This design comes from an exercise in tuning for small area on the open sky130 flow, not from production work.
RTL that was checked went through simulation tests only; none was proved equivalent to the original.
No activity file was given, so power comes from the tool's default toggle rates.

==> module emphasis_gain_multiplier, before the edit <==
module emphasis_gain_multiplier (
    input  wire       clk,
    input  wire [3:0] level,
    input  wire [7:0] volume,
    input  wire [5:0] pan,
    input  wire [2:0] k,
    output reg  [2:0] dig_l,
    output reg  [2:0] dig_r
);
    reg [6:0] emph;
    always @(*) begin
        case (level)
            4'd2: emph = 7'd12;
            4'd3: emph = 7'd24;
            4'd4: emph = 7'd36;
            4'd5: emph = 7'd48;
            4'd6: emph = 7'd60;
            4'd7: emph = 7'd72;
            4'd8: emph = 7'd84;
            4'd9: emph = 7'd96;
            default: emph = 7'd0;
        endcase
    end
    wire [8:0] gain;
    rca #(.W(8)) u_gain (.a(volume), .b({1'b0, emph}), .ci(1'b0),
                         .s(gain[7:0]), .co(gain[8]));
    wire [8:0] pp0 = gain & {9{pan[0]}};
    wire [8:0] pp1 = gain & {9{pan[1]}};
    wire [8:0] pp2 = gain & {9{pan[2]}};
    wire [8:0] pp3 = gain & {9{pan[3]}};
    wire [8:0] pp4 = gain & {9{pan[4]}};
    wire [9:0] t1, t2, t3, t4;
    rca #(.W(9)) u_m1 (.a({1'b0, pp0[8:1]}), .b(pp1), .ci(1'b0), .s(t1[8:0]), .co(t1[9]));
    rca #(.W(9)) u_m2 (.a(t1[9:1]),          .b(pp2), .ci(1'b0), .s(t2[8:0]), .co(t2[9]));
    rca #(.W(9)) u_m3 (.a(t2[9:1]),          .b(pp3), .ci(1'b0), .s(t3[8:0]), .co(t3[9]));
    rca #(.W(9)) u_m4 (.a(t3[9:1]),          .b(pp4), .ci(1'b0), .s(t4[8:0]), .co(t4[9]));
    wire [13:0] c_l = {t4[9:1] | (gain & {9{pan[5]}}), t4[0], t3[0], t2[0], t1[0], pp0[0]};
    wire [5:0]  bw;           
    wire [13:0] c_r;
    assign bw[0] = 1'b0;
    genvar i;
    generate
        for (i = 0; i < 5; i = i + 1) begin : g_neg
            assign c_r[i]  = c_l[i] ^ bw[i];
            assign bw[i+1] = c_l[i] | bw[i];
        end
    endgenerate
    rca #(.W(9)) u_sub (.a(gain), .b(~c_l[13:5]), .ci(~bw[5]), .s(c_r[13:5]), .co());
    wire [16:0] x_l = {2'b00, c_l, 1'b0};
    wire [16:0] x_r = {2'b00, c_r, 1'b0};
    reg [2:0] sel_l, sel_r;
    always @(*) begin
        case (k)
            3'd0: begin sel_l = x_l[2:0];   sel_r = x_r[2:0];   end
            3'd1: begin sel_l = x_l[4:2];   sel_r = x_r[4:2];   end
            3'd2: begin sel_l = x_l[6:4];   sel_r = x_r[6:4];   end
            3'd3: begin sel_l = x_l[8:6];   sel_r = x_r[8:6];   end
            3'd4: begin sel_l = x_l[10:8];  sel_r = x_r[10:8];  end
            3'd5: begin sel_l = x_l[12:10]; sel_r = x_r[12:10]; end
            3'd6: begin sel_l = x_l[14:12]; sel_r = x_r[14:12]; end
            default: begin sel_l = x_l[16:14]; sel_r = x_r[16:14]; end
        endcase
    end
    always @(posedge clk) begin
        dig_l <= sel_l;
        dig_r <= sel_r;
    end
endmodule
Settings: LEC_CHECK=0, CAP_MARGIN=20, CORE_MARGIN=2, CORE_UTILIZATION=40, CTS_BUF_LIST=sky130_fd_sc_hd__clkbuf_8, CTS_CLUSTER_DIAMETER=30, CTS_CLUSTER_SIZE=10, PLACE_DENSITY=0.6, SLEW_MARGIN=20; clock period 14.0 ns.
standard.sh (not shown) runs the stock make flow with config.mk's settings and CLKGATE_MAP_FILE= SYNTH_SCRIPT=/design/flow/synth_recipe.tcl, a recipe that flattens the netlist after the stock synthesis.
==> flow/flow/run.sh <==
#!/bin/bash
# Standard ORFS layout with two changes:
#  - synthesis maps the logic with an area-oriented ABC script (abc_area.script);
#    everything else in synthesis (registers, flattening, renaming) is the standard flow's own
#  - every port gets the smallest buffer (buf_1)
set -euo pipefail
here=$(pwd)
sed 's|^source \$::env(SCRIPTS_DIR)/synth_preamble.tcl|&\nset abc_args [lreplace $abc_args 1 1 '"$here"'/flow/abc_area.script]|' \
    "$FLOW_HOME/scripts/synth.tcl" > my_synth.tcl
sed "s|source \$::env(SCRIPTS_DIR)/synth.tcl|source $here/my_synth.tcl|" synth_recipe.tcl > my_synth_recipe.tcl
sed "s|SYNTH_SCRIPT=[^ ]*|SYNTH_SCRIPT=$here/my_synth_recipe.tcl|" standard.sh > my_standard.sh
export BUFFER_PORTS_ARGS="-buffer_cell sky130_fd_sc_hd__buf_1"
bash my_standard.sh > standard.log 2>&1
==> flow/flow/abc_area.script <==
&get -n
&st
&dch -x
&nf -R 1000 -p -F 10 -C 32
&put
topo
Change:
--- a/flow/design.v
+++ b/flow/design.v
@@ -131,20 +131,15 @@
     output reg  [2:0] dig_l,
     output reg  [2:0] dig_r
 );
-    reg [6:0] emph;
-    always @(*) begin
-        case (level)
-            4'd2: emph = 7'd12;
-            4'd3: emph = 7'd24;
-            4'd4: emph = 7'd36;
-            4'd5: emph = 7'd48;
-            4'd6: emph = 7'd60;
-            4'd7: emph = 7'd72;
-            4'd8: emph = 7'd84;
-            4'd9: emph = 7'd96;
-            default: emph = 7'd0;
-        endcase
-    end
+    wire [4:0] e3 = (level == 4'd2) ? 5'd3  :
+                    (level == 4'd3) ? 5'd6  :
+                    (level == 4'd4) ? 5'd9  :
+                    (level == 4'd5) ? 5'd12 :
+                    (level == 4'd6) ? 5'd15 :
+                    (level == 4'd7) ? 5'd18 :
+                    (level == 4'd8) ? 5'd21 :
+                    (level == 4'd9) ? 5'd24 : 5'd0;
+    wire [6:0] emph = {e3, 2'b00};
     wire [8:0] gain;
     rca #(.W(8)) u_gain (.a(volume), .b({1'b0, emph}), .ci(1'b0),
                          .s(gain[7:0]), .co(gain[8]));
=> The new run went through all stages and came out clean; worst hold slack is better by 0.0032 ns; wire length shrinks by 2.1%; non-clock buffer count grows by 3; first-iteration DRC count grows by 21%; sequential share of layout area shrinks by 0.34 points; worst setup slack is worse by 0.12 ns; cell area shrinks by 1.5%; power shrinks by 1.9%; die area shrinks by 1.5%; via count is about the same; combinational power hardly moves.
Only the layout flow was run in the first run of this note; the RTL was not checked for function there.

---

audio_sequencer_timing_fsm with an RTL version that a note above also has.
Size: ~990 cells after synthesis, ~190 flip-flops, about 320 I/O pins.
==> module ring_ctrl, before the edit <==
module ring_ctrl (
    input  wire       clk,
    input  wire       rst,
    input  wire       start_i,
    input  wire       complete_i,
    input  wire       frame_done,      
    output wire       may_fill,        
    output reg  [1:0] filling,
    output reg  [4:0] frame_idx,
    output reg        stream_start_o,
    output wire [1:0] stream_slot_o
);
    reg       prefill;
    reg       started;
    reg [1:0] playing;
    assign stream_slot_o = playing;
    wire [6:0] wc_inc;
    rinc #(.W(7)) u_inc (.a({filling, frame_idx}), .ci(frame_done), .s(wc_inc));
    assign may_fill = prefill || (frame_idx != 5'd0) ||
                      (started && filling != playing);
    always @(posedge clk) begin
        if (rst) begin
            frame_idx <= 5'd0;
            filling   <= 2'd0;
            prefill   <= 1'b1;
        end else begin
            {filling, frame_idx} <= wc_inc;
            if (frame_done && {filling, frame_idx} == 7'd127)
                prefill <= 1'b0;
        end
    end
    always @(posedge clk) begin
        if (rst) begin
            playing        <= 2'd0;
            started        <= 1'b0;
            stream_start_o <= 1'b0;
        end else begin
            stream_start_o <= started ? complete_i : (start_i & ~prefill);
            started        <= started | (start_i & ~prefill);
            playing        <= playing + {1'b0, started & complete_i};
        end
    end
endmodule
==> module voice_bank, before the edit <==
module voice_bank (
    input  wire        clk,
    input  wire        clr,
    input  wire        trig_en,
    input  wire [7:0]  trig_sym,
    input  wire        step,
    input  wire [11:0] len_h,
    output wire [11:0] pos_h,
    output wire [3:0]  lvl_h
);
    reg [11:0] pos [0:5];
    reg [3:0]  lvl [0:5];
    wire hit = trig_en && (trig_sym >= 8'h31) && (trig_sym <= 8'h39);
    wire        playing = (pos[0] != 12'd0);
    wire [11:0] pos_inc;
    rinc #(.W(12)) u_inc (.a(pos[0]), .ci(step & playing), .s(pos_inc));
    wire        at_end  = step & (pos_inc == len_h);
    wire [11:0] pos_next = pos_inc & {12{~at_end}};
    integer i;
    always @(posedge clk) begin
        if (hit) begin
            pos[0] <= 12'd1;
            lvl[0] <= trig_sym[3:0];
        end else if (clr) begin
            pos[0] <= 12'd0;
            lvl[0] <= 4'd1;
        end else begin
            pos[0] <= pos[5];
            lvl[0] <= lvl[5];
        end
        pos[1] <= pos_next;
        lvl[1] <= lvl[0];
        for (i = 2; i < 6; i = i + 1) begin
            pos[i] <= pos[i-1];
            lvl[i] <= lvl[i-1];
        end
    end
    assign pos_h = pos[0];
    assign lvl_h = lvl[0];
endmodule
==> module audio_sequencer_timing_fsm, before the edit <==
module audio_sequencer_timing_fsm (
    input  wire        clk,
    input  wire        rst,             
    input  wire [11:0] spt_i,
    input  wire [4:0]  loop_bars_i,
    input  wire [35:0] pan_i,
    input  wire [47:0] vol_i,
    input  wire [17:0] smp_i,
    input  wire [95:0] len_i,
    input  wire        start_i,
    input  wire        complete_i,
    output wire        stream_start_o,
    output wire [1:0]  stream_slot_o,
    output wire        ring_we_o,
    output wire [1:0]  ring_slot_o,
    output wire [4:0]  ring_frame_o,
    output wire [31:0] ring_wdata_o,
    output wire        song_re_o,
    output wire [3:0]  song_b_o,
    input  wire [2:0]  song_d_i,
    output wire        pat_re_o,
    output wire [2:0]  pat_p_o,
    output wire [2:0]  pat_v_o,
    output wire [6:0]  pat_t_o,
    input  wire [7:0]  pat_d_i,
    output wire        samp_re_o,
    output wire [2:0]  samp_k_o,
    output wire [11:0] samp_i_o,
    input  wire [15:0] samp_d_i
);
    localparam [3:0] R_WRITE = 4'd8,
                     R_WAIT  = 4'd9,
                     R_BOOT  = 4'd11;    
    reg  [5:0] hv;        
    reg  [3:0] rc;        
    wire h5      = hv[5];
    wire idle    = rc[3];
    wire boot    = rc[3] & rc[1];
    wire may_fill;
    wire [3:0] rc_inc;
    rinc #(.W(4)) u_rinc (.a(rc), .ci(1'b1), .s(rc_inc));
    always @(posedge clk) begin
        if (rst) begin
            hv   <= 6'b000001;
            rc   <= R_BOOT;
        end else begin
            hv <= {hv[4:0], hv[5]};
            if (h5) begin
                if (idle)
                    rc <= may_fill ? 4'd0 : R_WAIT;
                else
                    rc <= rc_inc;
            end
        end
    end
    wire rc0     = (rc == 4'd0);
    wire wr      = rc[3] & ~rc[1] & ~rc[0] & hv[1];
    wire advance = rc0 && h5;
    ring_ctrl u_ring (
        .clk            (clk),
        .rst            (rst),
        .start_i        (start_i),
        .complete_i     (complete_i),
        .frame_done     (wr),
        .may_fill       (may_fill),
        .filling        (ring_slot_o),
        .frame_idx      (ring_frame_o),
        .stream_start_o (stream_start_o),
        .stream_slot_o  (stream_slot_o)
    );
    assign ring_we_o = wr;
    wire [3:0] bar;
    wire [6:0] tick;
    wire       tick_start;
    timing_fsm u_timing (
        .clk         (clk),
        .rst         (rst),
        .advance     (advance),
        .spt_i       (spt_i),
        .loop_bars_i (loop_bars_i),
        .bar         (bar),
        .tick        (tick),
        .tick_start  (tick_start)
    );
    assign song_re_o = 1'b1;
    assign song_b_o  = bar;
    assign pat_re_o  = 1'b1;
    assign pat_p_o   = song_d_i;
    assign pat_t_o   = tick;
    assign pat_v_o   = {hv[2] | hv[3], hv[0] | hv[1], hv[1] | hv[3] | hv[5]};
    wire trig_en = tick_start & ((rc0 & ~h5) | (h5 & idle & may_fill));
    reg  [2:0]  k_h;
    reg  [7:0]  vol_h;
    reg  [5:0]  pan_h;
    integer v;
    always @(*) begin
        k_h   = 3'd0;
        vol_h = 8'd0;
        pan_h = 6'd0;
        for (v = 0; v < 6; v = v + 1) begin
            k_h   = k_h   | (smp_i[3*v +: 3] & {3{hv[v]}});
            vol_h = vol_h | (vol_i[8*v +: 8] & {8{hv[v]}});
            pan_h = pan_h | (pan_i[6*v +: 6] & {6{hv[v]}});
        end
    end
    wire [11:0] len_h = len_i[12*k_h +: 12];
    wire [11:0] pos_h;
    wire [3:0]  lvl_h;
    voice_bank u_voices (
        .clk      (clk),
        .clr      (boot),
        .trig_en  (trig_en),
        .trig_sym (pat_d_i),
        .step     (rc == 4'd7),
        .len_h    (len_h),
        .pos_h    (pos_h),
        .lvl_h    (lvl_h)
    );
    assign samp_re_o = ~boot;
    assign samp_k_o  = k_h;
    assign samp_i_o  = pos_h;
    wire [2:0] dig_l, dig_r;
    emphasis_gain_multiplier u_gain (
        .clk    (clk),
        .level  (lvl_h),
        .volume (vol_h),
        .pan    (pan_h),
        .k      (rc[2:0]),
        .dig_l  (dig_l),
        .dig_r  (dig_r)
    );
    wire first  = hv[1];      
    wire [15:0] word_l, word_r;
    mixer_acc u_mix_l (
        .clk   (clk),
        .first (first),
        .clear (rc0),
        .dig   (dig_l),
        .s     (samp_d_i),
        .word  (word_l)
    );
    mixer_acc u_mix_r (
        .clk   (clk),
        .first (first),
        .clear (rc0),
        .dig   (dig_r),
        .s     (samp_d_i),
        .word  (word_r)
    );
    assign ring_wdata_o = {word_l, word_r};
endmodule
==> flow/config.mk <==
export PLATFORM = sky130hd
export DESIGN_NAME = audio_sequencer_timing_fsm
export DESIGN_NICKNAME = audio_sequencer_timing_fsm
export VERILOG_FILES = /design/flow/design.v
export SDC_FILE = /design/flow/constraint.sdc
export NUM_CORES = 4
export LEC_CHECK = 0
export CAP_MARGIN = 0
export CORE_MARGIN = 2
export CORE_UTILIZATION = 70
export CTS_BUF_LIST = sky130_fd_sc_hd__clkbuf_8
export CTS_CLUSTER_DIAMETER = 30
export CTS_CLUSTER_SIZE = 10
export PLACE_DENSITY = 0.85
export SLEW_MARGIN = 0
==> flow/constraint.sdc <==
create_clock -name core_clock -period 14.0 [get_ports {clk}]
set_input_delay 2.8000 -clock core_clock [delete_from_list [all_inputs] [get_ports {clk}]]
set_output_delay 2.8000 -clock core_clock [all_outputs]
set_load 0.01 [all_outputs]
==> flow/flow/abc_area.script <==
&get -n
&st
&dch -x
&nf -R 1000 -p -F 10 -C 32 -E 50
&put
topo
Scripts as last shown in full above: flow/flow/run.sh
Next try:
--- a/flow/design.v
+++ b/flow/design.v
@@ -53,10 +53,12 @@
 );
     reg       prefill;
     reg       started;
     reg [1:0] playing;
     assign stream_slot_o = playing;
+    wire [1:0] playing_inc;
+    rinc #(.W(2)) u_pinc (.a(playing), .ci(started & complete_i), .s(playing_inc));
     wire [6:0] wc_inc;
     rinc #(.W(7)) u_inc (.a({filling, frame_idx}), .ci(frame_done), .s(wc_inc));
     assign may_fill = prefill || (frame_idx != 5'd0) ||
                       (started && filling != playing);
     always @(posedge clk) begin
@@ -76,11 +78,11 @@
             started        <= 1'b0;
             stream_start_o <= 1'b0;
         end else begin
             stream_start_o <= started ? complete_i : (start_i & ~prefill);
             started        <= started | (start_i & ~prefill);
-            playing        <= playing + {1'b0, started & complete_i};
+            playing        <= playing_inc;
         end
     end
 endmodule
 module voice_bank (
     input  wire        clk,
@@ -92,11 +94,12 @@
     output wire [11:0] pos_h,
     output wire [3:0]  lvl_h
 );
     reg [11:0] pos [0:5];
     reg [3:0]  lvl [0:5];
-    wire hit = trig_en && (trig_sym >= 8'h31) && (trig_sym <= 8'h39);
+    wire hit = trig_en && (trig_sym[7:4] == 4'h3) && (trig_sym[3:0] != 4'h0) &&
+               (~trig_sym[3] | ~(trig_sym[2] | trig_sym[1]));
     wire        playing = (pos[0] != 12'd0);
     wire [11:0] pos_inc;
     rinc #(.W(12)) u_inc (.a(pos[0]), .ci(step & playing), .s(pos_inc));
     wire        at_end  = step & (pos_inc == len_h);
     wire [11:0] pos_next = pos_inc & {12{~at_end}};
@@ -345,11 +348,17 @@
             k_h   = k_h   | (smp_i[3*v +: 3] & {3{hv[v]}});
             vol_h = vol_h | (vol_i[8*v +: 8] & {8{hv[v]}});
             pan_h = pan_h | (pan_i[6*v +: 6] & {6{hv[v]}});
         end
     end
-    wire [11:0] len_h = len_i[12*k_h +: 12];
+    reg  [11:0] len_h;
+    integer t;
+    always @(*) begin
+        len_h = 12'd0;
+        for (t = 0; t < 8; t = t + 1)
+            len_h = len_h | (len_i[12*t +: 12] & {12{k_h == t}});
+    end
     wire [11:0] pos_h;
     wire [3:0]  lvl_h;
     voice_bank u_voices (
         .clk      (clk),
         .clr      (boot),
Outcome: Power goes up slightly. Synthesized area goes down slightly. Sequential power goes down by a few percent. Via count stays flat. Sequential share of layout area goes up by 0.57 points. Die area goes down slightly. Fmax goes up slightly. Cell count goes down by a few percent. Final area goes down slightly. Hold slack is about the same. Wire length goes up by roughly a tenth. Setup slack improves by 200 ps. Clock power goes up by a few percent. Flip-flop and latch count does not change.

==> what the ideal ports hide <==
The results above use ideal ports. As a check the final layouts listed here were re-extracted and re-timed, cells and wires unchanged.
Step 1 assumes that a clkbuf_16 drives the clock port and a buf_2 every other input.
Step 2 times the ports against the registers' clock, not the clock port: input delays grow and output delays shrink by t, the midpoint of the rising clock arrivals with the driver on.
Slacks: ideal / step 1 / step 2; pairs: ideal / step 1.
| run | shift t [ns] | slack for setup (ns) | worst setup path at the end | clock arrival spread, ns |
|---|---|---|---|---|
| the first run of note 1 | 0.489 | 2.945 / 2.955 / 2.466 | input to register | 0.024 / 0.024 |
| the second run of note 1 | 0.496 | 2.823 / 2.842 / 2.346 | input to register | 0.017 / 0.017 |
| the first run of note 2 | 0.511 | 2.147 / 2.163 / 1.652 | input to register | 0.024 / 0.024 |
| the second run of note 2 | 0.510 | 2.352 / 2.368 / 1.859 | input to register | 0.019 / 0.019 |
After both steps every run listed still meets setup and hold. For the first run of note 2, which loses most, drivers alone change the setup slack by +0.016 ns; drivers and shift together by -0.495 ns.
